Background: an optimization exercise with open tools, aiming at small area, a short achievable clock period and few clock cycles. Do not read the settings as production practice.
At most, simulation tests tie the RTL to the original design; equivalence was not proved.
For runs 1 to 3, only the layout was checked, not whether the RTL still works.
Power is estimated from default activity; no workload was simulated.

### config.mk
export PLATFORM = sky130hd
export DESIGN_NAME = lkg
export DESIGN_NICKNAME = lkg
export VERILOG_FILES = /design/flow/design.v
export SDC_FILE = /design/flow/constraint.sdc
export NUM_CORES = 4
export LEC_CHECK = 0
export CAP_MARGIN = 0
export CORE_MARGIN = 2
export CORE_UTILIZATION = 40
export SETUP_SLACK_MARGIN = 5
export SLEW_MARGIN = 0
### constraint.sdc
create_clock -name core_clock -period 10.0 [get_ports {clk}]
set_input_delay 2.0000 -clock core_clock [delete_from_list [all_inputs] [get_ports {clk}]]
set_output_delay 2.0000 -clock core_clock [all_outputs]
set_load 0.01 [all_outputs]
### design.v
module lkg (
    input  wire        clk,
    input  wire        rst,           
    input  wire        cmd_valid,
    output wire        cmd_ready,
    input  wire [47:0] cmd_data,
    output wire        rsp_valid,
    input  wire        rsp_ready,
    output wire [1:0]  rsp_status,
    output wire [31:0] rsp_data
);
    localparam [16:0] TAPS_A_REF = 17'h04001;
    localparam [24:0] TAPS_B_REF = 25'h0001019;
    reg         busy;           
    reg         rv;             
    wire        iw = busy & ~rv;    
    localparam [3:0] K_OK    = 4'd0,  K_ILL   = 4'd1,  K_UNI   = 4'd2,
                     K_NEXT  = 4'd3,  K_EMITA = 4'd4,  K_EMITB = 4'd5,
                     K_RDC   = 4'd6,  K_RDA   = 4'd7,  K_RDB   = 4'd8,
                     K_RTAPA = 4'd9,  K_RTAPB = 4'd10, K_RDST  = 4'd11;
    reg  [3:0]  rk;
    wire r_next  = (rk == K_NEXT);
    wire r_emita = (rk == K_EMITA);
    wire r_emitb = (rk == K_EMITB);
    wire r_rdc   = (rk == K_RDC);
    wire r_rda   = (rk == K_RDA);
    wire r_rdb   = (rk == K_RDB);
    wire r_rtapa = (rk == K_RTAPA);
    wire r_rtapb = (rk == K_RTAPB);
    wire r_rdst  = (rk == K_RDST);
    reg  [16:0] reg_a;
    reg  [24:0] reg_b;
    reg         cy;
    reg  [16:0] taps_a;
    reg  [24:0] taps_b;
    reg         rst_t;          
    reg         av, bv, cv;
    reg  [1:0]  na;             
    reg  [2:0]  nb;             
    wire [7:0]  op = cmd_data[47:40];
    wire [39:0] o  = cmd_data[39:0];
    wire g_hi  = ~|o[39:25];
    wire g_24  = ~o[24];
    wire g_mid = ~|o[23:17];
    wire g_16  = ~o[16];
    wire g_lo  = ~|o[15:1];
    wire g_0   = ~o[0];
    wire z25 = g_hi;
    wire z24 = g_hi & g_24;
    wire z17 = g_hi & g_24 & g_mid;
    wire z16 = g_hi & g_24 & g_mid & g_16;
    wire z1  = g_hi & g_24 & g_mid & g_16 & g_lo;
    wire z40 = g_hi & g_24 & g_mid & g_16 & g_lo & g_0;
    wire h0 = (op[7:4] == 4'h0);
    wire h1 = (op[7:4] == 4'h1);
    wire h2 = (op[7:4] == 4'h2);
    wire h3 = (op[7:4] == 4'h3);
    wire l0 = (op[3:0] == 4'h0);
    wire l1 = (op[3:0] == 4'h1);
    wire l2 = (op[3:0] == 4'h2);
    wire l3 = (op[3:0] == 4'h3);
    wire l4 = (op[3:0] == 4'h4);
    wire l5 = (op[3:0] == 4'h5);
    wire lf = (op[3:0] == 4'hF);
    wire is_init  = h0 & l1;
    wire is_next  = h0 & l2;
    wire is_setc  = h0 & l3;
    wire is_rdc   = h0 & l4;
    wire is_seeda = h1 & l0;
    wire is_lda   = h1 & l1;
    wire is_rda   = h1 & l2;
    wire is_emita = h1 & l3;
    wire is_wtapa = h1 & l4;
    wire is_rtapa = h1 & l5;
    wire is_seedb = h2 & l0;
    wire is_ldb   = h2 & l1;
    wire is_rdb   = h2 & l2;
    wire is_emitb = h2 & l3;
    wire is_wtapb = h2 & l4;
    wire is_rtapb = h2 & l5;
    wire is_rdst  = h3 & lf;
    wire accept = cmd_valid & ~busy;
    wire ok_init  = is_init;
    wire ok_next  = is_next  & z40 & av & bv & cv;
    wire ok_setc  = is_setc  & z1;
    wire ok_rdc   = is_rdc   & z40 & cv;
    wire ok_seeda = is_seeda & z16;
    wire ok_lda   = is_lda   & z17;
    wire ok_rda   = is_rda   & z40 & av;
    wire ok_emita = is_emita & z40 & av;
    wire ok_wtapa = is_wtapa & z17;
    wire ok_rtapa = is_rtapa & z40;
    wire ok_seedb = is_seedb & z24;
    wire ok_ldb   = is_ldb   & z25;
    wire ok_rdb   = is_rdb   & z40 & bv;
    wire ok_emitb = is_emitb & z40 & bv;
    wire ok_wtapb = is_wtapb & z25;
    wire ok_rtapb = is_rtapb & z40;
    wire ok_rdst  = is_rdst  & z40;
    wire legal = is_init
               | ((is_next | is_rdc | is_rda | is_emita | is_rtapa | is_rdb | is_emitb
                   | is_rtapb | is_rdst) & z40)
               | (is_setc & z1)
               | (is_seeda & z16)
               | ((is_lda | is_wtapa) & z17)
               | (is_seedb & z24)
               | ((is_ldb | is_wtapb) & z25);
    wire uninit = ((is_next & ~(av & bv & cv)) | (is_rdc & ~cv)
                   | ((is_rda | is_emita) & ~av) | ((is_rdb | is_emitb) & ~bv)) & z40;
    function [7:0] rev8(input [7:0] v);
        integer i;
        for (i = 0; i < 8; i = i + 1) rev8[i] = v[7-i];
    endfunction
    wire [16:0] seed_a_init = {rev8(o[39:32]), 1'b1, rev8(o[31:24])};
    wire [16:0] seed_a_cmd  = {rev8(o[15:8]),  1'b1, rev8(o[7:0])};
    wire [23:0] seed_b_bits = {rev8(o[23:16]), rev8(o[15:8]), rev8(o[7:0])};
    wire [24:0] seed_b      = {seed_b_bits[23:21], 1'b1, seed_b_bits[20:0]};
    function [16:0] step4a(input [16:0] s, input [16:0] t);
        integer i;
        reg [16:0] x;
        begin
            x = s;
            for (i = 0; i < 4; i = i + 1) x = {^(x & t), x[16:1]};
            step4a = x;
        end
    endfunction
    function [24:0] step4b(input [24:0] s, input [24:0] t);
        integer i;
        reg [24:0] x;
        begin
            x = s;
            for (i = 0; i < 4; i = i + 1) x = {^(x & t), x[24:1]};
            step4b = x;
        end
    endfunction
    wire run    = ~(rv & ~rsp_ready);
    wire taken  = rv & rsp_ready;
    wire blk_a  = accept & (is_init | is_seeda | is_lda);
    wire blk_b  = accept & (is_init | is_seedb | is_ldb);
    wire step_a = run & (na != 2'd0) & ~blk_a;
    wire step_b = run & (nb != 3'd0) & ~blk_b;
    wire ld_a_init = accept & ok_init;
    wire ld_a_seed = accept & ok_seeda;
    wire ld_a_lda  = accept & ok_lda;
    wire ld_a      = ld_a_init | ld_a_seed | ld_a_lda;
    wire ld_b_seed = accept & (ok_init | ok_seedb);
    wire ld_b_ldb  = accept & ok_ldb;
    wire ld_b      = ld_b_seed | ld_b_ldb;
    wire hold_a = ~(ld_a | step_a);
    wire hold_b = ~(ld_b | step_b);
    wire [16:0] a_d = ({17{ld_a_init}} & seed_a_init)
                    | ({17{ld_a_seed}} & seed_a_cmd)
                    | ({17{ld_a_lda}}  & o[16:0])
                    | ({17{step_a}}    & step4a(reg_a, taps_a))
                    | ({17{hold_a}}    & reg_a);
    wire [24:0] b_d = ({25{ld_b_seed}} & seed_b)
                    | ({25{ld_b_ldb}}  & o[24:0])
                    | ({25{step_b}}    & step4b(reg_b, taps_b))
                    | ({25{hold_b}}    & reg_b);
    wire [7:0] xa     = rev8(reg_a[7:0]);
    wire [7:0] yb     = rev8(reg_b[7:0]);
    wire [8:0] sum_c  = {1'b0, xa} + {1'b0, yb} + {8'd0, cy};
    wire [7:0] sum_o  = sum_c[7:0];
    wire       cy_new = sum_c[8] & ~(cy & (&(xa ^ yb)));
    assign cmd_ready  = ~busy & ~rst;
    assign rsp_valid  = rv & ~rst;
    assign rsp_status = {rk == K_UNI, rk == K_ILL};
    wire [24:0] rd = ({25{r_next}}  & {17'd0, sum_o})
                   | ({25{r_emita}} & {17'd0, xa})
                   | ({25{r_emitb}} & {17'd0, yb})
                   | ({25{r_rdc}}   & {24'd0, cy})
                   | ({25{r_rda}}   & {8'd0, reg_a})
                   | ({25{r_rdb}}   & reg_b)
                   | ({25{r_rtapa}} & {8'd0, taps_a})
                   | ({25{r_rtapb}} & taps_b)
                   | ({25{r_rdst}}  & {22'd0, cv, bv, av});
    assign rsp_data = {7'd0, rd};
    always @(posedge clk) begin
        if (rst) begin
            busy   <= 1'b0;
            rv     <= 1'b0;
            av     <= 1'b0;
            bv     <= 1'b0;
            cv     <= 1'b0;
        end else begin
            if (accept) begin
                busy <= 1'b1;
                if (!is_init)
                    rv <= 1'b1;
            end
            if (iw & ~nb[2])
                rv <= 1'b1;
            if (taken) begin
                rv   <= 1'b0;
                busy <= 1'b0;
            end
            if (ld_a) av <= 1'b1;
            if (ld_b) bv <= 1'b1;
            if (accept & (ok_init | ok_setc)) cv <= 1'b1;
        end
    end
    always @(posedge clk) begin
        if (accept)
            rk <= ~legal   ? K_ILL   : uninit   ? K_UNI   :
                  is_next  ? K_NEXT  : is_emita ? K_EMITA : is_emitb ? K_EMITB :
                  is_rdc   ? K_RDC   : is_rda   ? K_RDA   : is_rdb   ? K_RDB   :
                  is_rtapa ? K_RTAPA : is_rtapb ? K_RTAPB : is_rdst  ? K_RDST  : K_OK;
        if (ld_a_init | (accept & (ok_next | ok_emita)))
            na <= 2'd2;
        else if (ld_a)
            na <= 2'd0;
        else if (step_a)
            na <= na - 2'd1;
        if (accept & ok_init)
            nb <= 3'd4;
        else if (accept & (ok_next | ok_emitb))
            nb <= 3'd2;
        else if (ld_b)
            nb <= 3'd0;
        else if (step_b)
            nb <= nb - 3'd1;
        if (accept & (ok_init | ok_setc))
            cy <= ok_setc & o[0];
        else if (taken & r_next)
            cy <= cy_new;
        reg_a <= a_d;
        reg_b <= b_d;
    end
    wire wr_a = ~rst & accept & ok_wtapa;
    wire wr_b = ~rst & accept & ok_wtapb;
    always @(posedge clk) begin
        rst_t <= rst;
        if (rst_t & ~wr_a)
            taps_a <= TAPS_A_REF;
        else if (wr_a)
            taps_a <= o[16:0];
        if (rst_t & ~wr_b)
            taps_b <= TAPS_B_REF;
        else if (wr_b)
            taps_b <= o[24:0];
    end
endmodule
### flow/run.sh
#!/bin/bash
set -euo pipefail
here=$(pwd)
rm -rf "$here/scripts"
cp -r "$FLOW_HOME/scripts" "$here/scripts"
cp "$here/flow/abc_area.script" "$here/scripts/abc_speed.script"
bash standard.sh \
    "SCRIPTS_DIR=$here/scripts" \
    "BUFFER_PORTS_ARGS=-buffer_cell sky130_fd_sc_hd__buf_1" \
    SETUP_SLACK_MARGIN=5.5 \
    finish > standard.log 2>&1
### flow/abc_area.script
strash
balance; rewrite; refactor; balance; rewrite; rewrite -z; balance; refactor -z; rewrite -z; balance
balance -l; resub -K 6 -l; rewrite -l; resub -K 6 -N 2 -l; refactor -l; resub -K 8 -l; balance -l; resub -K 8 -N 2 -l; rewrite -l; resub -K 10 -l; rewrite -z -l; resub -K 10 -N 2 -l; balance -l; resub -K 12 -l; refactor -z -l; resub -K 12 -N 2 -l; rewrite -z -l; balance -l
&get -n
&st
&dch -f
&nf -a -R 1000
&put
topo
stime -c
### standard.sh
#!/bin/bash
# synth_recipe.tcl (not shown) runs the flow's synth.tcl, then flattens the netlist and writes it again
# the make line also repeats each setting of config.mk as NAME=value (left out here)
make -C /OpenROAD-flow-scripts/flow DESIGN_CONFIG=/design/flow/config.mk WORK_HOME=/design/flow/orfs CLKGATE_MAP_FILE= SYNTH_SCRIPT=/design/flow/synth_recipe.tcl "${@:-finish}"
==> results of run 1 <==
stage by stage:
step	total power [mW]	util (%)	hold slack, ns
3_3_place_gp	1.46	44.9	0.502
5_1_grt	1.98	47.6	0.560
6_report	1.87	47.6	0.525
3_5_place_dp	1.47	44.9	0.506
2_1_floorplan	1.22	-	0.479
4_1_cts	1.84	47.0	0.526
registers in the layout, indices dropped and copies added, names as in the netlist:
signal and cells:
reg_b 25, cv 1, taps_b 25, cy 1
av 1, nb 3, taps_a 17, reg_a 17
rst_t 1, bv 1, rv 1, na 2
rk 4, busy 1
metal layers:
metal,vias to the layer above,part of all wire [%],GRT usage [%]
met2,376,44,40.9
met3,40,8.0,4.21
met5,-,0,0
met1,3477,45,38.8
met4,0,2.5,8.45
li1,3458,-,-
cell usage after synthesis, types with 4 or more instances:
library cell	n	share of area (%)
a21oi_1	15	1.1
a221oi_1	4	0.50
a222oi_1	58	8.3
a22o_1	46	5.8
a22oi_1	7	0.75
buf_4	7	0.75
clkinv_1	14	0.75
dfxtp_1	95	27
edfxtp_1	5	2.1
ha_1	11	2.0
nand2_1	286	15
nand2b_1	9	0.80
nand3_1	31	2.2
nand4_1	6	0.54
nor2_1	39	2.1
nor3_1	20	1.4
nor4_1	11	0.98
o211ai_1	5	0.54
o21ai_0	14	1.0
or3_1	4	0.36
xnor2_1	131	16
xor2_1	35	4.4
power by group:
group | switching (mW) | leakage (nW) | total [mW] | internal [mW]
sequential | 0.228 | 0.830 | 0.737 | 0.509
combinational | 0.410 | 1.75 | 0.788 | 0.378
clock | 0.172 | 0.131 | 0.345 | 0.173
total | 0.810 | 2.71 | 1.87 | 1.06
area by class of cell:
type | instances | area share [%]
sequential | 100 | 25.3
clock buffer | 9 | 2.76
inverter | 14 | 0.674
timing repair buffer | 103 | 6.05
clock inverter | 7 | 0.704
tap | 225 | 3.44
multi-input combinational | 778 | 61.1
critical path, stage by stage, from the launching register on:
cell,delay [ns]
edfxtp_1,0.44
fa_2,0.38
clkinv_2,0.06
fa_2,0.20
clkinv_2,0.06
a21oi_2,0.12
o21bai_1,0.08
and2_4,0.15
o21a_1,0.18
nor2_2,0.13
xnor2_1,0.13
nand2_1,0.08
nand3_2,0.12
buf_6,0.10
repair_timing:
action,4_1_cts,5_1_grt
endpoints found under the hold margin,0,0
gates resized for setup,25,14
setup buffers,3,6
setup endpoints to repair,22,53
pin swaps,9,8
cells by family after synthesis:
family / Yosys count / synth area share [%]
buffers and inverters: 21 / 1.50
other: 1 / 0.0536
and+or+nand+nor: 422 / 25.5
xor gates and xnor gates: 166 / 20.8
AOI/OAI and AO/OA: 170 / 20.3
adders and majority gates: 13 / 2.54
DFF: 100 / 29.3
final timing paths:
| path | from | to | slack [ns] | cells past startpoint |
|---|---|---|---|---|
| worst max register to register | reg_b[3]$_DFF_P_ | reg_b[24]$_DFF_P_ | 6.56 | 16 |
| worst min-delay path | nb[1]$_SDFFE_PP0P_ | nb[1]$_SDFFE_PP0P_ | 0.52 | 2 |
| worst min register to register | nb[1]$_SDFFE_PP0P_ | nb[1]$_SDFFE_PP0P_ | 0.52 | 2 |
| worst max-delay path | cy$_DFFE_PP_ | rsp_data[6] | 5.44 | 13 |
==> flow_summary.toml, run 1 <==
[synth]
post_synth.cell_area_avg_sq_um = 7.84
ys_types = 45
synth_edf_count = 5
ys_ff_latch = 100
netlist_instances = 893
ys_warn_count = 1
synth.cell_area_sq_um = 7000
synthArstFlopShare_pct = 0
synth_ff_type = "dfxtp_1"
ys_seq_area_share_pct = 29.3

[finish]
final_common_cell = "nand2_1"
drive_gt1_share_pct = 7.72
fin_cells = 1236
syn2layout_area_growth_pct = 16.8
seq_area_sq_um = 2070
n_antenna_cell = 0
fillers = 1771
postLayoutCellArea_sq_um = 8170
multiInputGateArea_sq_um = 4990
nets = 1071
final_cell_mix = "nand2_1 (286), xnor2_1 (131), dfxtp_1 (89)"

[worst_setup_path]
critPathCaptureType = "output pin"
worstSetupPathType = "flop to output pin"
critPathMaxFanout = 2
worstPathArrival_ns = 2.56
critPathRequiredTime_ns = 8.00
start_kind = "flop"

[clock_tree]
cts.hold.buffers_added = 0
numClockSinks = 100
clockBufferDepth = 2
cts.clk_slew.worst_paths_ns = 0.07
cts_tree = "done"
cts_max_level = 3
insertion_delay_ns = 0.36
numCtsBuffers = 9
cts_root_buf = "clkbuf_16"

[sta]
slew_viol_final = 0
finalSetupViolCount = 0
setup_slack_ns = 5.44
finalHoldViolations = 0
fin_setup_tns_ns = 0
skew_ns = 0.0172
rsz0062_at_grt = "yes"
max_freq_ghz = 0.219
fin_crit_sh_pct = 45.6
worstMarginPinSlew_ns = 1.20
fin_crit_ns = 4.56
relSlewSlack_pct = 19.8

[detailed_routing]
via_count = 7351
wl_per_cell_um = 20.2
vias_per_cell = 5.95
ant_nets = 0
wirelength_mm = 25.0
drt_iter0_markers = 954
drt_pass1_iterations = 9
drc_errors = 0

[global_route]
grt_overflow = 0
grt_pass1_vias = 6573
antenna_found_initial = 0
grt_max_degree = 31
grt_pass1_wl_mm = 38.4
grt.total_usage_pct = 26.9

[die]
rows = 48
die_x_um = 136
io-pin-count = 88
initial_core_util_pct = 40.7
dieArea_sq_um = 18600
core_area_sq_um = 17200
fp.dieH_um = 136

[placed_design]
gp_congestion = 0.896
dp_hpwl_mm = 17.4
dp.cells = 1211
port_buffers = 80
dp_slack_ns = 4.67
placed_area_sq_um = 7710

[pwr]
p_per_area_nw_per_um2 = 229
leakagePower_nw = 2.71
max-vdd-ir-drop_uv = 114

[hold_path]
hold_path_class = "flop to flop"

[job]
maxCapViolCount = 0

[status]
status = "complete, no violations"
==> inputs of run 2 (changes only) <==
--- a/config.mk
+++ b/config.mk
@@ -10,3 +10,4 @@
 export CORE_UTILIZATION = 40
 export SETUP_SLACK_MARGIN = 5
 export SLEW_MARGIN = 0
+export TNS_END_PERCENT = 0
==> flow_summary.toml, run 2 <==
[global_route]
grt_max_degree = 29
grt.total_usage_pct = 26.6
grt_overflow = 0
antenna_found_initial = 0
grt_pass1_wl_mm = 38.0
grt_pass1_vias = 6585

[pwr]
p_clk_share_pct = 20.8
leakagePower_nw = 2.72
p_per_area_nw_per_um2 = 234
max-vdd-ir-drop_uv = 106
switchingPower_uw = 794
pwr-share-comb_pct = 41.1
p_int_mw = 1.11
p_sw_share_pct = 41.7
pwr-share-seq_pct = 38.2

[worst_setup_path]
r2r_cells = 16
ff2ff_setup_slack_ns = 6.57
slowest_delay_ns = 0.44
reg2reg_from = "reg_b[11]$_DFF_P_"
r2r_end = "reg_b[24]$_DFF_P_"
worstSetupPathType = "flop to output pin"
cp_slowest_cell = "edfxtp_1"
critPathCaptureType = "output pin"
critPathRequiredTime_ns = 8.00
cp_cell_sequence = "fa_2, inv_2, fa_2, inv_2, a21oi_2, o21bai_1, and2_4, o21a_1, nor2_2, xnor2_1, nand2_1, nand3_2, buf_6"
crit_buf_inv = 3
worstPathArrival_ns = 2.65
crit_family = "adder cells"
start_kind = "flop"
critPathMaxFanout = 2

[synth]
ys_ff_latch = 100
yosys.area.top_type = "dfxtp_1"
synth_top_area_share_pct = 27.2
ys_seq_area_share_pct = 29.3
ys_types = 45
synthArstFlopShare_pct = 0
synth.cell_area_sq_um = 7000
synth_ff_type = "dfxtp_1"
post_synth.cell_area_avg_sq_um = 7.84
netlist_instances = 893
synth_area_leaders = "dfxtp_1 (27%), xnor2_1 (16%), nand2_1 (15%)"
ys_warn_count = 1
yosys-top-cells-count = "nand2_1 (286), xnor2_1 (131), dfxtp_1 (95), a222oi_1 (58), a22o_1 (46)"
synth_edf_count = 5
yosysMostFrequentCell = "nand2_1"

[sta]
skew_ns = 0.00828
rsz0062_at_grt = "yes"
finalSetupViolCount = 0
slew_viol_final = 0
max_freq_ghz = 0.215
fin_crit_sh_pct = 46.5
setup_slack_ns = 5.35
worstMarginPinSlew_ns = 1.21
relSlewSlack_pct = 19.0
finalHoldViolations = 0
fin_setup_tns_ns = 0
fin_crit_ns = 4.65

[finish]
nets = 1069
final_cell_mix = "nand2_1 (286), xnor2_1 (131), dfxtp_1 (89)"
reg_top3 = "reg_b x25, taps_b x25"
syn2layout_area_growth_pct = 16.4
drive_gt1_share_pct = 6.44
final_common_cell = "nand2_1"
n_antenna_cell = 0

[die]
initial_core_util_pct = 40.7
dieArea_sq_um = 18600
rows = 48
fp.dieH_um = 136
core_area_sq_um = 17200
die_x_um = 136
io-pin-count = 88

[clock_tree]
cts_root_buf = "clkbuf_16"
insertion_delay_ns = 0.36
cts_tree = "done"
numClockSinks = 100
numCtsBuffers = 9
cts.clk_slew.worst_paths_ns = 0.07
clockBufferDepth = 2
cts_max_level = 3

[hold_path]
hold_start = "nb[1]$_SDFFE_PP0P_"
hold_path_class = "flop to flop"
hold-path-endpoint = "nb[1]$_SDFFE_PP0P_"
whs_path_depth = 2

[job]
maxCapViolCount = 0

[detailed_routing]
drt_iter0_markers = 964
drt_pass1_iterations = 8
ant_nets = 0
vias_per_cell = 5.92
via_count = 7302
wl_per_cell_um = 20.0
wirelength_mm = 24.7
drc_errors = 0

[placed_design]
gp_congestion = 0.893
dp_slack_ns = 4.70
port_buffers = 80
dp_hpwl_mm = 17.6

[status]
status = "complete, no violations"
-- run 2: area by class of cell --
class                      instances  area, sq um
clock inverter                     6         93.8
clock buffer                      10          239
inverter                          14         52.6
fill                            1740         9030
tap                              225          282
sequential                       100         2060
multi-input combinational        778         4950
timing repair buffer             101          468
-- run 2: cell families after synthesis --
kind of cell / after synthesis / share of synthesized area [%]
compound gates: 170 / 20.3
xor+xnor: 166 / 20.8
fa+ha+maj: 13 / 2.54
simple gates: 422 / 25.5
other cells: 1 / 0.0536
buf+inv: 21 / 1.50
flops: 100 / 29.3
-- run 2: worst min-delay path, cell delays in order (launching register included) --
cell      delay (ns)
dfxtp_1         0.33
o211ai_1        0.10
nand2_1         0.06
-- run 2: how the worst max path moves through the flow --
stage                             end  depth (start not counted)              from
floorplan            reg_b[0]$_DFF_P_                          7      cmd_data[43]
global placement    reg_a[16]$_DFF_P_                         10      cmd_data[40]
detailed placement  reg_a[16]$_DFF_P_                         10      cmd_data[40]
CTS                       rsp_data[6]                         13  reg_a[7]$_DFF_P_
global route              rsp_data[6]                         13      cy$_DFFE_PP_
finish                    rsp_data[6]                         13      cy$_DFFE_PP_
-- run 2: through the flow --
| stage | std cells | util [%] | power, mW | area, sq um | hold slack [ns] |
|---|---|---|---|---|---|
| floorplan | 899 | - | 1.22 | 7050 | 0.479 |
| global placement | 1212 | 44.9 | 1.46 | 7720 | 0.498 |
| detailed placement | 1212 | 44.9 | 1.47 | 7720 | 0.501 |
| CTS | 1229 | 47.0 | 1.87 | 8080 | 0.520 |
| global route | 1234 | 47.4 | 2.01 | 8150 | 0.547 |
| finish | 1234 | 47.4 | 1.90 | 8150 | 0.514 |
-- run 2: what timing repair did --
item,in CTS,in global routing
gates resized for setup,13,11
pin swaps,0,8
setup buffers,1,5
setup endpoints to repair,22,20
hold buffers,0,0
-- run 2: routing by layer --
| layer | up-vias | global-route usage, % | wire length, um |
|---|---|---|---|
| met5 | - | 0 | 0 |
| met4 | 0 | 8.33 | 683 |
| met3 | 52 | 4.77 | 2100 |
| met2 | 375 | 40.4 | 11000 |
| met1 | 3423 | 38.0 | 11000 |
| li1 | 3452 | - | - |
-- run 2: power groups by stage --
stage	logic [mW]	registers [mW]	clock network (mW)
after global placement	0.736	0.728	0
after floorplan	0.591	0.630	0
after detailed placement	0.746	0.726	0
after CTS	0.753	0.721	0.399
final	0.781	0.726	0.395
after global routing	0.857	0.738	0.415
==> inputs of run 3 (changes only) <==
--- a/config.mk
+++ b/config.mk
@@ -7,7 +7,6 @@
 export LEC_CHECK = 0
 export CAP_MARGIN = 0
 export CORE_MARGIN = 2
-export CORE_UTILIZATION = 40
+export CORE_UTILIZATION = 55
 export SETUP_SLACK_MARGIN = 5
 export SLEW_MARGIN = 0
-export TNS_END_PERCENT = 0
==> flow_summary.toml, run 3 <==
[status]
status = "complete, no violations"

[worst_setup_path]
worstSetupPathType = "flop to output pin"
critPathCaptureType = "output pin"
start_kind = "flop"
worstPathArrival_ns = 2.59
critPathRequiredTime_ns = 8.00
critPathMaxFanout = 3

[die]
die_x_um = 117
initial_core_util_pct = 55.9
io-pin-count = 88
dieArea_sq_um = 13600
core_area_sq_um = 12500
rows = 41
fp.dieH_um = 117

[finish]
reg_top3 = "reg_b x25, taps_b x25"
final_cell_mix = "nand2_1 (286), xnor2_1 (131), dfxtp_1 (89)"
syn2layout_area_growth_pct = 16.8
drive_gt1_share_pct = 8.27
final_common_cell = "nand2_1"
fin_cells = 1188
n_antenna_cell = 0
post-route-util_pct = 65.3
fillers = 1138
nets = 1077

[synth]
ys_warn_count = 1
ys_seq_area_share_pct = 29.3
ys_ff_latch = 100
synthArstFlopShare_pct = 0
synth_edf_count = 5
synth.cell_area_sq_um = 7000
post_synth.cell_area_avg_sq_um = 7.84
yosys-top-cells-count = "nand2_1 (286), xnor2_1 (131), dfxtp_1 (95), a222oi_1 (58), a22o_1 (46)"
synth_top_area_share_pct = 27.2
yosys.area.top_type = "dfxtp_1"
synth_ff_type = "dfxtp_1"
synth_area_leaders = "dfxtp_1 (27%), xnor2_1 (16%), nand2_1 (15%)"
yosysMostFrequentCell = "nand2_1"
ys_types = 45
netlist_instances = 893

[placed_design]
dp.cells = 1157
dp_hpwl_mm = 17.4
port_buffers = 80
gp_congestion = 0.941

[pwr]
leakagePower_nw = 2.75
p_per_area_nw_per_um2 = 236
max-vdd-ir-drop_uv = 130

[sta]
fin_crit_ns = 4.59
skew_ns = 0.0108
rsz0062_at_grt = "yes"
worstMarginPinSlew_ns = 1.14
relSlewSlack_pct = 23.4
fin_crit_sh_pct = 45.9
finalHoldViolations = 0
slew_viol_final = 0
max_freq_ghz = 0.218
finalSetupViolCount = 0
fin_setup_tns_ns = 0

[clock_tree]
numCtsBuffers = 9
cts_root_buf = "clkbuf_16"
cts_max_level = 3
insertion_delay_ns = 0.36
numClockSinks = 100
cts_tree = "done"
cts.hold.buffers_added = 0
clockBufferDepth = 2
cts.clk_slew.worst_paths_ns = 0.07

[hold_path]
hold_path_class = "flop to flop"

[detailed_routing]
vias_per_cell = 6.57
wirelength_mm = 25.0
drc_errors = 0
drt_iter0_markers = 1295
wl_per_cell_um = 21.0
ant_nets = 0
drt_pass1_iterations = 9
via_count = 7800

[global_route]
grt_pass1_wl_mm = 38.1
grt_pass1_vias = 6898
grt_overflow = 0
grt_max_degree = 28
antenna_found_initial = 0
grt.total_usage_pct = 36.5

[job]
maxCapViolCount = 0
-- run 3: cell counts after synthesis --
Identical to the previous run, type by type.
-- run 3: where the power goes --
group / internal, mW / total [mW] / switching, mW
combinational: 0.404 / 0.836 / 0.432
sequential: 0.509 / 0.728 / 0.219
clock: 0.201 / 0.366 / 0.165
total: 1.11 / 1.93 / 0.816
-- run 3: metal layers --
| metal | vias to the layer above | part of all wire (%) | global-route usage (%) |
|---|---|---|---|
| li1 | 3477 | - | - |
| met2 | 507 | 46 | 56.0 |
| met5 | - | 0 | 0 |
| met3 | 63 | 10 | 6.13 |
| met1 | 3753 | 41 | 51.1 |
| met4 | 0 | 3.1 | 14.9 |
-- run 3: critical path: stages, from the launching register on --
cell and delay, ns:
edfxtp_1 0.45, fa_2 0.38, clkinv_2 0.06, fa_2 0.21, clkinv_2 0.06, a21oi_2 0.11
o21bai_1 0.10, and2_4 0.17, o21a_1 0.17, nor2_2 0.11, xnor2_1 0.13, nand2_1 0.07
nand3_1 0.09, buf_2 0.13
-- run 3: repair_timing --
action                     4_1_cts  5_1_grt
pin swaps                       11       12
setup buffers                    8        8
setup endpoints to repair       36       53
resized for setup               27       17
-- run 3: stage by stage --
step | hold WS [ns] | setup WS, ns | cell area (sq um) | power (mW)
2_1_floorplan | 0.479 | 5.45 | 7070 | 1.22
3_3_place_gp | 0.495 | 4.94 | 7640 | 1.44
3_5_place_dp | 0.513 | 4.73 | 7640 | 1.46
4_1_cts | 0.523 | 5.32 | 8050 | 1.87
5_1_grt | 0.554 | 5.25 | 8170 | 2.04
6_report | 0.524 | 5.41 | 8170 | 1.93
-- run 3: layout make-up --
cell class,instances,area [sq um],share of cell area [%]
multi-input combinational,778,4990,61.1
tap,172,215,2.63
clock buffer,10,239,2.92
sequential,100,2070,25.3
clock inverter,5,58.8,0.720
inverter,14,58.8,0.720
timing repair buffer,109,538,6.58
-- run 3: worst paths after layout --
kind	startpoint	end	slack, ns	cells after the start
worst min register to register	busy$_SDFFE_PP0P_	busy$_SDFFE_PP0P_	0.52	2
worst max-delay path	cy$_DFFE_PP_	rsp_data[6]	5.41	13
worst min-delay path	busy$_SDFFE_PP0P_	busy$_SDFFE_PP0P_	0.52	2
worst max register to register	reg_b[3]$_DFF_P_	reg_b[24]$_DFF_P_	6.56	16
-- run 3: cell families (layout without fill, tap and decap cells) --
group | Yosys count | after routing | share of synthesized area (%)
AOI/OAI and AO/OA | 170 | 170 | 20.3
DFF | 100 | 100 | 29.3
and+or+nand+nor | 422 | 422 | 25.5
buffers and inverters | 21 | 138 | 1.50
xor gates and xnor gates | 166 | 166 | 20.8
adders and majority gates | 13 | 13 | 2.54
other | 1 | 7 | 0.0536
==> inputs of run 4 (changes only) <==
--- a/design.v
+++ b/design.v
@@ -159,9 +159,12 @@
                     | ({25{hold_b}}    & reg_b);
     wire [7:0] xa     = rev8(reg_a[7:0]);
     wire [7:0] yb     = rev8(reg_b[7:0]);
-    wire [8:0] sum_c  = {1'b0, xa} + {1'b0, yb} + {8'd0, cy};
-    wire [7:0] sum_o  = sum_c[7:0];
-    wire       cy_new = sum_c[8] & ~(cy & (&(xa ^ yb)));
+    wire [4:0] sum_lo  = {1'b0, xa[3:0]} + {1'b0, yb[3:0]} + {4'd0, cy};
+    wire [4:0] sum_hi0 = {1'b0, xa[7:4]} + {1'b0, yb[7:4]};
+    wire [4:0] sum_hi1 = {1'b0, xa[7:4]} + {1'b0, yb[7:4]} + 5'd1;
+    wire [4:0] sum_hi  = sum_lo[4] ? sum_hi1 : sum_hi0;
+    wire [7:0] sum_o   = {sum_hi[3:0], sum_lo[3:0]};
+    wire       cy_new  = sum_hi[4] & ~(cy & (&(xa ^ yb)));
     assign cmd_ready  = ~busy & ~rst;
     assign rsp_valid  = rv & ~rst;
     assign rsp_status = {rk == K_UNI, rk == K_ILL};
--- a/flow/run.sh
+++ b/flow/run.sh
@@ -7,5 +7,5 @@
 bash standard.sh \
     "SCRIPTS_DIR=$here/scripts" \
     "BUFFER_PORTS_ARGS=-buffer_cell sky130_fd_sc_hd__buf_1" \
-    SETUP_SLACK_MARGIN=5.5 \
+    SETUP_SLACK_MARGIN=5.7 \
     finish > standard.log 2>&1
--- a/config.mk
+++ b/config.mk
@@ -7,6 +7,6 @@
 export LEC_CHECK = 0
 export CAP_MARGIN = 0
 export CORE_MARGIN = 2
-export CORE_UTILIZATION = 55
+export CORE_UTILIZATION = 40
 export SETUP_SLACK_MARGIN = 5
 export SLEW_MARGIN = 0
==> flow_summary.toml, run 4 <==
[status]
status = "complete, no violations"

[placed_design]
dp.cells = 1218
dp_hpwl_mm = 18.1
port_buffers = 80
gp_congestion = 0.921

[detailed_routing]
wl_per_cell_um = 21.0
drc_errors = 0
via_count = 7560
drt_pass1_iterations = 7
vias_per_cell = 6.07
ant_nets = 0
wirelength_mm = 26.2
drt_iter0_markers = 1007

[global_route]
grt.total_usage_pct = 28.4
grt_pass1_vias = 6959
grt_overflow = 0
grt_max_degree = 29
antenna_found_initial = 0
grt_pass1_wl_mm = 40.6

[finish]
final_cell_mix = "nand2_1 (280), xnor2_1 (134), dfxtp_1 (89)"
drive_gt1_share_pct = 8.42
final_common_cell = "nand2_1"
n_antenna_cell = 0
fin_cells = 1246
nets = 1084
reg_top3 = "reg_b x25, taps_b x25"
syn2layout_area_growth_pct = 18.5

[sta]
fin_crit_sh_pct = 43.2
finalSetupViolCount = 0
slew_viol_final = 0
fin_setup_tns_ns = 0
relSlewSlack_pct = 37.2
worstMarginPinSlew_ns = 0.939
rsz0062_at_grt = "yes"
fin_crit_ns = 4.32
max_freq_ghz = 0.231
finalHoldViolations = 0
skew_ns = 0.0112

[synth]
ys_seq_area_share_pct = 29.0
synth_top_area_share_pct = 26.9
netlist_instances = 901
synth.cell_area_sq_um = 7080
synthArstFlopShare_pct = 0
post_synth.cell_area_avg_sq_um = 7.86
yosys.area.top_type = "dfxtp_1"
yosys-top-cells-count = "nand2_1 (280), xnor2_1 (134), dfxtp_1 (95), a222oi_1 (54), a22o_1 (50)"
synth_edf_count = 5
yosysMostFrequentCell = "nand2_1"
ys_warn_count = 1
synth_ff_type = "dfxtp_1"
synth_area_leaders = "dfxtp_1 (27%), xnor2_1 (17%), nand2_1 (15%)"
ys_ff_latch = 100
ys_types = 41

[worst_setup_path]
cp_cell_sequence = "buf_12, nor2b_1, buf_2"
cp_slowest_cell = "buf_2"
slowest_delay_ns = 0.13
critPathMaxFanout = 4
worstPathArrival_ns = 2.32
critPathRequiredTime_ns = 8.00
critPathCaptureType = "output pin"
worstSetupPathType = "input pin to output pin"
start_kind = "input pin"

[pwr]
max-vdd-ir-drop_uv = 123
p_per_area_nw_per_um2 = 234
leakagePower_nw = 2.84

[clock_tree]
insertion_delay_ns = 0.36
numCtsBuffers = 9
clockBufferDepth = 2
cts.clk_slew.worst_paths_ns = 0.07
cts_root_buf = "clkbuf_16"
cts_tree = "done"
cts.hold.buffers_added = 0
numClockSinks = 100
cts_max_level = 3

[die]
io-pin-count = 88
die_x_um = 137
dieArea_sq_um = 18800
initial_core_util_pct = 40.9
rows = 48
fp.dieH_um = 137
core_area_sq_um = 17300

[hold_path]
hold_path_class = "flop to flop"

[job]
maxCapViolCount = 0
==> run 4: metal layers <==
metal  global-route usage [%]  vias up  wire, um
li1                         -     3487         -
met5                        0        -         0
met2                     42.7      425     11400
met4                     11.8        0       852
met1                     40.0     3587     11500
met3                     4.74       61      2410
==> run 4: kinds of logic (layout without fill, tap and decap cells) <==
family | Yosys count | in the layout | synth area share (%)
AO/OA/AOI/OAI | 166 | 166 | 19.8
XOR/XNOR | 169 | 169 | 20.9
adder cells (fa/ha/maj) | 15 | 15 | 2.97
buffers and inverters | 21 | 133 | 1.48
flip-flops | 100 | 100 | 29.0
multiplexers | 1 | 1 | 0.141
other | 1 | 7 | 0.0530
AND/OR/NAND/NOR | 428 | 430 | 25.6
==> run 4: where the power goes <==
part           total (mW)  leakage (nW)  switching, mW  internal, mW
Sequential          0.729         0.831          0.221         0.509
Clock               0.365         0.149          0.164         0.201
Combinational       0.868          1.86          0.454         0.414
Total                1.96          2.84          0.838          1.12
==> run 4: final cells by class <==
class                   instances  area (sq um)
inverters                      14          56.3
clock buffers                  10           239
flip-flops and latches        100          2070
well taps                     225           282
fillers                      1757          8910
clock inverters                 5          60.1
repair buffers                104           543
multi-input cells             788          5140
==> run 4: final timing paths <==
path | from | to | slack (ns) | depth (start not counted)
min reg2reg | cv$_SDFFE_PP0P_ | cv$_SDFFE_PP0P_ | 0.50 | 2
min | cv$_SDFFE_PP0P_ | cv$_SDFFE_PP0P_ | 0.50 | 2
max reg2reg | reg_b[2]$_DFF_P_ | reg_b[24]$_DFF_P_ | 6.48 | 16
max | rst | rsp_valid | 5.68 | 3
==> run 4: critical path, delay by kind of cell <==
family / cells / cell delay (ns)
simple gates: 1 / 0.09
buf+inv: 2 / 0.24
==> run 4: metrics by stage <==
stage | utilization [%] | hold slack, ns | cell area [sq um] | setup WS, ns | power (mW)
2_1_floorplan | - | 0.437 | 7160 | 5.59 | 1.26
3_3_place_gp | 45.0 | 0.492 | 7790 | 4.92 | 1.50
3_5_place_dp | 45.0 | 0.489 | 7790 | 4.88 | 1.52
4_1_cts | 47.6 | 0.499 | 8240 | 5.67 | 1.92
5_1_grt | 48.5 | 0.551 | 8390 | 5.55 | 2.09
6_report | 48.5 | 0.502 | 8390 | 5.68 | 1.96
==> run 4: what timing repair did <==
action                                 in CTS  in global routing
setup buffers                               7                  4
endpoints found under the hold margin       0                  0
setup endpoints to repair                  79                 75
resized for setup                          32                 24
pin swaps                                   3                  9
gates cloned                                2                  0
Testbench counts of run 4, summed over its fixed seeds: cycles 22,836.
==> inputs of run 5 (changes only) <==
--- a/flow/run.sh
+++ b/flow/run.sh
@@ -7,5 +7,5 @@
 bash standard.sh \
     "SCRIPTS_DIR=$here/scripts" \
     "BUFFER_PORTS_ARGS=-buffer_cell sky130_fd_sc_hd__buf_1" \
-    SETUP_SLACK_MARGIN=5.7 \
+    SETUP_SLACK_MARGIN=5.85 \
     finish > standard.log 2>&1
==> flow_summary.toml, run 5 <==
[status]
status = "complete, no violations"

[sta]
rsz0062_at_grt = "yes"
fin_setup_tns_ns = 0
finalSetupViolCount = 0
worstMarginPinSlew_ns = 0.762
finalHoldViolations = 0
hold_slack_ns = 0.500
slew_viol_final = 0
fin_crit_ns = 4.34
max_freq_ghz = 0.230
relSlewSlack_pct = 49.2
skew_ns = 0.0104
fin_crit_sh_pct = 43.4

[clock_tree]
clockBufferDepth = 2
cts_tree = "done"
cts.clk_slew.worst_paths_ns = 0.08
cts_root_buf = "clkbuf_16"
cts.hold.buffers_added = 0
cts_max_level = 3
numCtsBuffers = 9
insertion_delay_ns = 0.36
numClockSinks = 100

[global_route]
antenna_found_initial = 0
grt_overflow = 0
grt_pass1_vias = 6963
grt_max_degree = 31
grt_pass1_wl_mm = 39.6
grt.total_usage_pct = 27.7

[finish]
final_cell_mix = "nand2_1 (279), xnor2_1 (134), dfxtp_1 (90)"
fillers = 1718
reg_top3 = "reg_b x25, taps_b x25"
syn2layout_area_growth_pct = 20.8
final_common_cell = "nand2_1"
nets = 1093
drive_gt1_share_pct = 9.99
n_antenna_cell = 0

[synth]
ys_warn_count = 1
synthArstFlopShare_pct = 0
yosysMostFrequentCell = "nand2_1"
ys_types = 41
yosys.area.top_type = "dfxtp_1"
synth_adder_area_share_pct = 2.97
synth.cell_area_sq_um = 7080
synth_area_leaders = "dfxtp_1 (27%), xnor2_1 (17%), nand2_1 (15%)"
netlist_instances = 901
synth_ff_type = "dfxtp_1"
synth_top_area_share_pct = 26.9
synthMuxAreaShare_pct = 0.141
yosys.area_share.simple_pct = 25.6
ys_ff_latch = 100
yosys-top-cells-count = "nand2_1 (280), xnor2_1 (134), dfxtp_1 (95), a222oi_1 (54), a22o_1 (50)"
synth_top_family_by_area = "simple AND/OR/NAND/NOR gates"
synth_edf_count = 5
post_synth.cell_area_avg_sq_um = 7.86
synth_compound_area_share_pct = 19.8
ys_seq_area_share_pct = 29.0
synthXorXnorAreaFrac_pct = 20.9

[worst_setup_path]
crit_family = "adder cells"
cp_slowest_cell = "fa_1"
critPathMaxFanout = 8
critPathCaptureType = "output pin"
start_kind = "flop"
crit_buf_inv = 1
cp_cell_sequence = "ha_1, fa_1, xor2_1, nand4_1, xnor2_1, nand2_1, nand3_1, buf_2"
slowest_delay_ns = 0.41
worstSetupPathType = "flop to output pin"
worstPathArrival_ns = 2.34
critPathRequiredTime_ns = 8.00

[die]
rows = 48
fp.dieH_um = 137
die_x_um = 137
core_area_sq_um = 17300
dieArea_sq_um = 18800
initial_core_util_pct = 40.9
io-pin-count = 88

[detailed_routing]
wirelength_mm = 25.9
wl_per_cell_um = 20.7
vias_per_cell = 5.99
drc_errors = 0
drt_iter0_markers = 1081
ant_nets = 0
drt_pass1_iterations = 9
via_count = 7520

[pwr]
leakagePower_nw = 2.92
max-vdd-ir-drop_uv = 135
p_per_area_nw_per_um2 = 229

[job]
maxCapViolCount = 0

[placed_design]
port_buffers = 80
gp_congestion = 0.896
dp_hpwl_mm = 17.9

[hold_path]
hold_path_class = "flop to flop"
[run 5: cell types whose count changed in the layout (fill, tap and decap cells not counted), sizes merged]
cell,delta
clkbuf,-2
clkinvlp,+1
inv,-1
buf,+9
clkinv,+2
nor3,+1
[run 5: metal layers]
layer  GRT usage, %  part of all wire [%]
met5              0                     0
met4           9.16                   2.2
met3           5.04                   9.9
met2           43.4                    45
met1           38.4                    43
[run 5: cell type report]
class,instances,area (sq um),share of cell area (%)
timing repair buffer,112,627,7.33
inverter,14,58.8,0.688
clock inverter,7,73.8,0.863
tap,225,282,3.29
sequential,100,2070,24.2
multi-input combinational,789,5220,61.0
clock buffer,9,225,2.63
[run 5: stage by stage]
stage               total power, mW  worst slack [ns]  area (sq um)  util, %  cells
floorplan                      1.26              5.74          7190        -    907
global placement               1.51              4.98          7790     45.0   1214
detailed placement             1.51              4.94          7790     45.0   1214
CTS                            1.94              5.63          8380     48.4   1248
global route                   2.07              5.49          8550     49.4   1256
finish                         1.96              5.66          8550     49.4   1256
[run 5: kinds of logic after synthesis]
| kind of cell | after synthesis |
|---|---|
| DFF | 100 |
| AOI/OAI and AO/OA | 166 |
| buffers and inverters | 21 |
| adders and majority gates | 15 |
| xor gates and xnor gates | 169 |
| and+or+nand+nor | 428 |
| muxes | 1 |
| other | 1 |
[run 5: power breakdown]
group          switching [mW]  total, mW  internal, mW
registers               0.218      0.726         0.508
logic                   0.447      0.867         0.419
clock network           0.168      0.364         0.196
total                   0.833       1.96          1.12
[run 5: final timing paths]
check | cells after the start | startpoint | slack, ns | endpoint
setup / recovery | 8 | reg_a[3]$_DFF_P_ | 5.66 | rsp_data[7]
hold / removal | 2 | cv$_SDFFE_PP0P_ | 0.50 | cv$_SDFFE_PP0P_
setup reg to reg | 16 | reg_b[8]$_DFF_P_ | 6.53 | reg_b[24]$_DFF_P_
hold reg to reg | 2 | cv$_SDFFE_PP0P_ | 0.50 | cv$_SDFFE_PP0P_
[run 5: repair_timing]
action	in CTS	in global routing
setup buffers	15	8
pin swaps	11	9
setup endpoints to repair	116	98
gates resized for setup	46	25
gates cloned	3	0
[run 5: tightest hold or removal path: stages (launching register included)]
cell	delay, ns
dfxtp_1	0.34
clkinv_1	0.07
a21oi_1	0.05
==> inputs of run 6 (changes only) <==
--- a/flow/run.sh
+++ b/flow/run.sh
@@ -7,5 +7,5 @@
 bash standard.sh \
     "SCRIPTS_DIR=$here/scripts" \
     "BUFFER_PORTS_ARGS=-buffer_cell sky130_fd_sc_hd__buf_1" \
-    SETUP_SLACK_MARGIN=5.85 \
+    SETUP_SLACK_MARGIN=5.5 \
     finish > standard.log 2>&1
==> flow_summary.toml, run 6 <==
[hold_path]
hold_path_class = "flop to flop"

[worst_setup_path]
critPathMaxFanout = 11
critPathRequiredTime_ns = 8.00
worstPathArrival_ns = 2.45
ff2ff_setup_slack_ns = 6.55
r2r_end = "reg_b[24]$_DFF_P_"
critPathCapture = "rsp_valid"
worstSetupPathType = "input pin to output pin"
reg2reg_from = "reg_b[11]$_DFF_P_"
critPathLaunch = "rst"
r2r_cells = 16
critPathCaptureType = "output pin"
start_kind = "input pin"

[sta]
hold_slack_ns = 0.494
rsz0062_at_grt = "no"
skew_ns = 0.00827
fin_crit_sh_pct = 44.5
worstMarginPinSlew_ns = 1.21
slew_viol_final = 0
setup_slack_ns = 5.55
fin_setup_tns_ns = 0
finalSetupViolCount = 0
relSlewSlack_pct = 19.2
finalHoldViolations = 0
fin_crit_ns = 4.45
max_freq_ghz = 0.225

[placed_design]
dp_slack_ns = 4.83
placed_area_sq_um = 7810
gp_congestion = 0.919
dp_hpwl_mm = 18.0
port_buffers = 80

[detailed_routing]
drt_iter0_markers = 1181
vias_per_cell = 5.97
ant_nets = 0
via_count = 7448
drt_pass1_iterations = 8
wirelength_mm = 25.2
wl_per_cell_um = 20.2
drc_errors = 0

[global_route]
grt.total_usage_pct = 27.4
grt_max_degree = 28
antenna_found_initial = 0
grt_overflow = 0
grt_pass1_wl_mm = 39.5
grt_pass1_vias = 6847

[synth]
synthArstFlopShare_pct = 0
yosys.area.top_type = "dfxtp_1"
ys_warn_count = 1
netlist_instances = 901
yosysMostFrequentCell = "nand2_1"
synth_top_area_share_pct = 26.9
post_synth.cell_area_avg_sq_um = 7.86
yosys-top-cells-count = "nand2_1 (280), xnor2_1 (134), dfxtp_1 (95), a222oi_1 (54), a22o_1 (50)"
synth_ff_type = "dfxtp_1"
synth.cell_area_sq_um = 7080
ys_seq_area_share_pct = 29.0
synth_edf_count = 5
ys_types = 41
synth_area_leaders = "dfxtp_1 (27%), xnor2_1 (17%), nand2_1 (15%)"
ys_ff_latch = 100

[die]
dieArea_sq_um = 18800
fp.dieH_um = 137
rows = 48
io-pin-count = 88
die_x_um = 137
initial_core_util_pct = 40.9
core_area_sq_um = 17300

[finish]
final_common_cell = "nand2_1"
syn2layout_area_growth_pct = 16.6
postLayoutCellArea_sq_um = 8260
n_antenna_cell = 0
reg_top3 = "reg_b x25, taps_b x25"
drive_gt1_share_pct = 6.36
nets = 1084
final_cell_mix = "nand2_1 (280), xnor2_1 (134), dfxtp_1 (91)"

[pwr]
p_per_area_nw_per_um2 = 236
max-vdd-ir-drop_uv = 121
p_clk_share_pct = 20.2
switchingPower_uw = 818
p_int_mw = 1.13
power_mw = 1.95
pwr-share-comb_pct = 42.3
leakagePower_nw = 2.83
pwr-share-seq_pct = 37.5
p_sw_share_pct = 42.0

[clock_tree]
cts.clk_slew.worst_paths_ns = 0.07
insertion_delay_ns = 0.36
numClockSinks = 100
clockBufferDepth = 2
cts_root_buf = "clkbuf_16"
cts_tree = "done"
cts_max_level = 3
cts.hold.buffers_added = 0
numCtsBuffers = 9

[status]
status = "complete, no violations"

[job]
maxCapViolCount = 0
-- run 6: worst min-delay path by stage --
stage	startpoint	endpoint	slack, ns	depth (start not counted)
after floorplan	cv$_SDFFE_PP0P_	cv$_SDFFE_PP0P_	0.44	2
after global placement	cv$_SDFFE_PP0P_	cv$_SDFFE_PP0P_	0.48	2
after detailed placement	cv$_SDFFE_PP0P_	cv$_SDFFE_PP0P_	0.49	2
after CTS	cv$_SDFFE_PP0P_	cv$_SDFFE_PP0P_	0.50	2
after global routing	cv$_SDFFE_PP0P_	cv$_SDFFE_PP0P_	0.54	2
final	cv$_SDFFE_PP0P_	cv$_SDFFE_PP0P_	0.49	2
-- run 6: cell type report --
class	instances	area (sq um)
fillers	1798	9040
multi-input cells	786	5030
flip-flops and latches	100	2060
repair buffers	106	500
clock buffers	13	282
well taps	225	282
inverters	14	52.6
clock inverters	3	47.5
-- run 6: metrics by stage --
stage | utilization (%) | cells
floorplan | - | 907
global placement | 45.1 | 1221
detailed placement | 45.1 | 1221
CTS | 47.2 | 1239
global route | 47.7 | 1247
finish | 47.7 | 1247
-- run 6: kinds of logic (layout without fill, tap and decap cells) --
group           count (synthesis)  in the layout  synth area share, %
simple gates                  428            428                 25.6
fa+ha+maj                      15             15                 2.97
compound gates                166            166                 19.8
xor+xnor                      169            169                 20.9
other cells                     1              7               0.0530
flops                         100            100                 29.0
buf+inv                        21            136                 1.48
mux                             1              1                0.141
-- run 6: power by group through the flow --
stage | sequential [mW] | combinational (mW) | clock (mW)
floorplan | 0.631 | 0.630 | 0
global placement | 0.734 | 0.776 | 0
detailed placement | 0.729 | 0.786 | 0
CTS | 0.723 | 0.799 | 0.397
global route | 0.743 | 0.914 | 0.414
finish | 0.729 | 0.824 | 0.392
-- run 6: routing by layer --
layer	track usage, %	part of all wire (%)	up-vias
li1	-	-	3490
met1	39.6	45	3533
met2	40.2	43	362
met3	4.00	7.9	63
met4	12.3	3.7	0
met5	0	0	-
-- run 6: critical path: stages --
cell	delay, ns
buf_2	0.18
nor2b_1	0.12
buf_1	0.15
-- run 6: timing repair --
item                       in CTS  in global routing
setup buffers                   2                  8
setup endpoints to repair      23                 53
gates resized for setup         8                 12
pin swaps                       0                  4
==> inputs of run 7 (changes only) <==
--- a/flow/run.sh
+++ b/flow/run.sh
@@ -7,5 +7,5 @@
 bash standard.sh \
     "SCRIPTS_DIR=$here/scripts" \
     "BUFFER_PORTS_ARGS=-buffer_cell sky130_fd_sc_hd__buf_1" \
-    SETUP_SLACK_MARGIN=5.5 \
+    SETUP_SLACK_MARGIN=5.6 \
     finish > standard.log 2>&1
==> flow_summary.toml, run 7 <==
[status]
status = "complete, no violations"

[detailed_routing]
wl_per_cell_um = 20.6
via_count = 7348
vias_per_cell = 5.91
ant_nets = 0
wirelength_mm = 25.6
routed.top_layer = "met4"
drt-met1-wl_mm = 11.6
drt_pass1_iterations = 10
drt_iter0_markers = 1021
wl_met2_mm = 11.3
drc_errors = 0
wl_met3_mm = 2.04

[clock_tree]
insertion_delay_ns = 0.36
clockBufferDepth = 2
cts.clk_slew.worst_paths_ns = 0.07
cts.hold.buffers_added = 0
numCtsBuffers = 9
numClockSinks = 100
cts_max_level = 3
cts_tree = "done"
cts_root_buf = "clkbuf_16"

[placed_design]
placed_area_sq_um = 7790
port_buffers = 80
gp_congestion = 0.937
dp_slack_ns = 4.89
dp_hpwl_mm = 18.1

[sta]
max_freq_ghz = 0.229
slew_viol_final = 0
rsz0062_at_grt = "yes"
worstMarginPinSlew_ns = 0.930
fin_crit_ns = 4.36
finalSetupViolCount = 0
finalHoldViolations = 0
fin_setup_tns_ns = 0
relSlewSlack_pct = 37.8
setup_slack_ns = 5.64
skew_ns = 0.00656
hold_slack_ns = 0.505
fin_crit_sh_pct = 43.6

[synth]
ys_ff_latch = 100
synth_area_leaders = "dfxtp_1 (27%), xnor2_1 (17%), nand2_1 (15%)"
synth_top_area_share_pct = 26.9
yosys.area.top_type = "dfxtp_1"
synthMuxAreaShare_pct = 0.141
synth_edf_count = 5
netlist_instances = 901
synthArstFlopShare_pct = 0
synth.cell_area_sq_um = 7080
ys_types = 41
synth_ff_type = "dfxtp_1"
yosys.area_share.simple_pct = 25.6
yosys-top-cells-count = "nand2_1 (280), xnor2_1 (134), dfxtp_1 (95), a222oi_1 (54), a22o_1 (50)"
synth_compound_area_share_pct = 19.8
synthXorXnorAreaFrac_pct = 20.9
ys_warn_count = 1
post_synth.cell_area_avg_sq_um = 7.86
ys_seq_area_share_pct = 29.0
synth_top_family_by_area = "simple AND/OR/NAND/NOR gates"
synth_adder_area_share_pct = 2.97
yosysMostFrequentCell = "nand2_1"

[pwr]
leakagePower_nw = 2.83
max-vdd-ir-drop_uv = 115
p_clk_share_pct = 20.5
switchingPower_uw = 821
p_int_mw = 1.13
pwr-share-comb_pct = 42.4
p_per_area_nw_per_um2 = 236
p_sw_share_pct = 42.0
pwr-share-seq_pct = 37.2

[global_route]
grt_overflow = 0
grt_max_degree = 28
antenna_found_initial = 0
grt_pass1_wl_mm = 39.6
grt.total_usage_pct = 27.8
grt_pass1_vias = 6736

[finish]
n_antenna_cell = 0
multiInputGateArea_sq_um = 5070
syn2layout_area_growth_pct = 17.1
nets = 1080
final_cell_mix = "nand2_1 (280), xnor2_1 (134), dfxtp_1 (89)"
fillers = 1783
postLayoutCellArea_sq_um = 8290
final_common_cell = "nand2_1"
drive_gt1_share_pct = 7.37
seq_area_sq_um = 2070
post-route-util_pct = 47.9
reg_top3 = "reg_b x25, taps_b x25"

[worst_setup_path]
worstPathArrival_ns = 2.36
critPathMaxFanout = 11
reg2reg_from = "reg_b[8]$_DFF_P_"
worstSetupPathType = "input pin to output pin"
slowest_delay_ns = 0.13
critPathCaptureType = "output pin"
cp_cell_sequence = "buf_6, nor2b_1, buf_2"
start_kind = "input pin"
ff2ff_setup_slack_ns = 6.55
critPathRequiredTime_ns = 8.00
r2r_end = "reg_b[24]$_DFF_P_"
r2r_cells = 16
cp_slowest_cell = "buf_6"

[die]
core_area_sq_um = 17300
rows = 48
die_x_um = 137
dieArea_sq_um = 18800
fp.dieH_um = 137
initial_core_util_pct = 40.9
io-pin-count = 88

[hold_path]
hold_path_class = "flop to flop"
hold_start = "cv$_SDFFE_PP0P_"
whs_path_depth = 2
hold-path-endpoint = "cv$_SDFFE_PP0P_"

[job]
maxCapViolCount = 0
-- run 7: cell counts after synthesis --
Identical to the previous run, type by type.
-- run 7: layout make-up --
type | instances | share of cell area (%)
well taps | 225 | 3.40
clock buffers | 13 | 3.52
multi-input cells | 787 | 61.2
repair buffers | 101 | 5.78
flip-flops and latches | 100 | 24.9
inverters | 14 | 0.634
clock inverters | 3 | 0.573
-- run 7: cells by family (layout without fill, tap and decap cells) --
family / Yosys count / in the layout
AO/OA/AOI/OAI: 166 / 166
XOR/XNOR: 169 / 169
adder cells (fa/ha/maj): 15 / 15
buffers and inverters: 21 / 131
flip-flops: 100 / 100
multiplexers: 1 / 1
other: 1 / 7
AND/OR/NAND/NOR: 428 / 429
-- run 7: stage by stage --
step                      power (mW)  instances
after floorplan                 1.26        907
after global placement          1.51       1219
after detailed placement        1.51       1219
after CTS                       1.93       1240
after global routing            2.07       1243
final                           1.95       1243
-- run 7: worst max path at each step --
stage	start	end	slack [ns]	depth (start not counted)
floorplan	cmd_data[26]	reg_a[16]$_DFF_P_	5.59	9
global placement	cmd_valid	reg_a[16]$_DFF_P_	4.99	10
detailed placement	cmd_valid	reg_a[16]$_DFF_P_	4.89	10
CTS	reg_a[3]$_DFF_P_	rsp_data[7]	5.53	8
global route	cy$_DFFE_PP_	rsp_data[7]	5.50	11
finish	rst	rsp_valid	5.64	3
-- run 7: power by group through the flow --
stage / Clock, mW / Sequential [mW] / Combinational, mW
after floorplan: 0 / 0.631 / 0.630
after detailed placement: 0 / 0.732 / 0.783
after CTS: 0.404 / 0.716 / 0.813
after global placement: 0 / 0.732 / 0.778
after global routing: 0.417 / 0.739 / 0.918
final: 0.400 / 0.726 / 0.828
-- run 7: repair_timing --
action	in CTS	in global routing
setup buffers	5	2
endpoints found under the setup margin	61	44
pin swaps	1	7
gates cloned	0	1
resized for setup	16	25
-- run 7: layer usage --
metal / up-vias / global-route usage (%)
met5: - / 0
met4: 0 / 10.4
met3: 39 / 4.85
met2: 335 / 41.7
met1: 3495 / 39.6
li1: 3479 / -
-- run 7: worst max-delay path: cells and delay by family --
family | cells | cell delay [ns]
buffers and inverters | 2 | 0.26
and+or+nand+nor | 1 | 0.10

static timing again, ports no longer ideal:
The results above use ideal ports. As a check the final layouts listed here were re-extracted and re-timed, cells and wires unchanged. Step 1 assumes that a clkbuf_16 drives the clock port and a buf_2 every other input. Step 2 also shifts input and output timing later by t, the mid clock arrival at the registers, as if the neighbouring blocks saw the same clock. Three values: ideal, step 1, step 2; two values: the first two.
run	t (ns)	setup slack, ns	slew at the worst register clock pin (ns)
run 1	0.392	5.438 / 5.394 / 5.315	0.08 / 0.08
run 2	0.392	5.347 / 5.307 / 5.072	0.08 / 0.08
run 3	0.399	5.405 / 5.361 / 5.260	0.07 / 0.07
run 4	0.400	5.678 / 5.629 / 5.522	0.07 / 0.07
run 5	0.401	5.657 / 5.612 / 5.606	0.08 / 0.08
run 6	0.399	5.552 / 5.533 / 5.297	0.07 / 0.07
run 7	0.401	5.636 / 5.605 / 5.408	0.07 / 0.07
After both steps every run listed still meets setup and hold. The setup slack of run 2, which loses most, moves by -0.040 ns with the drivers and by -0.275 ns with both steps.
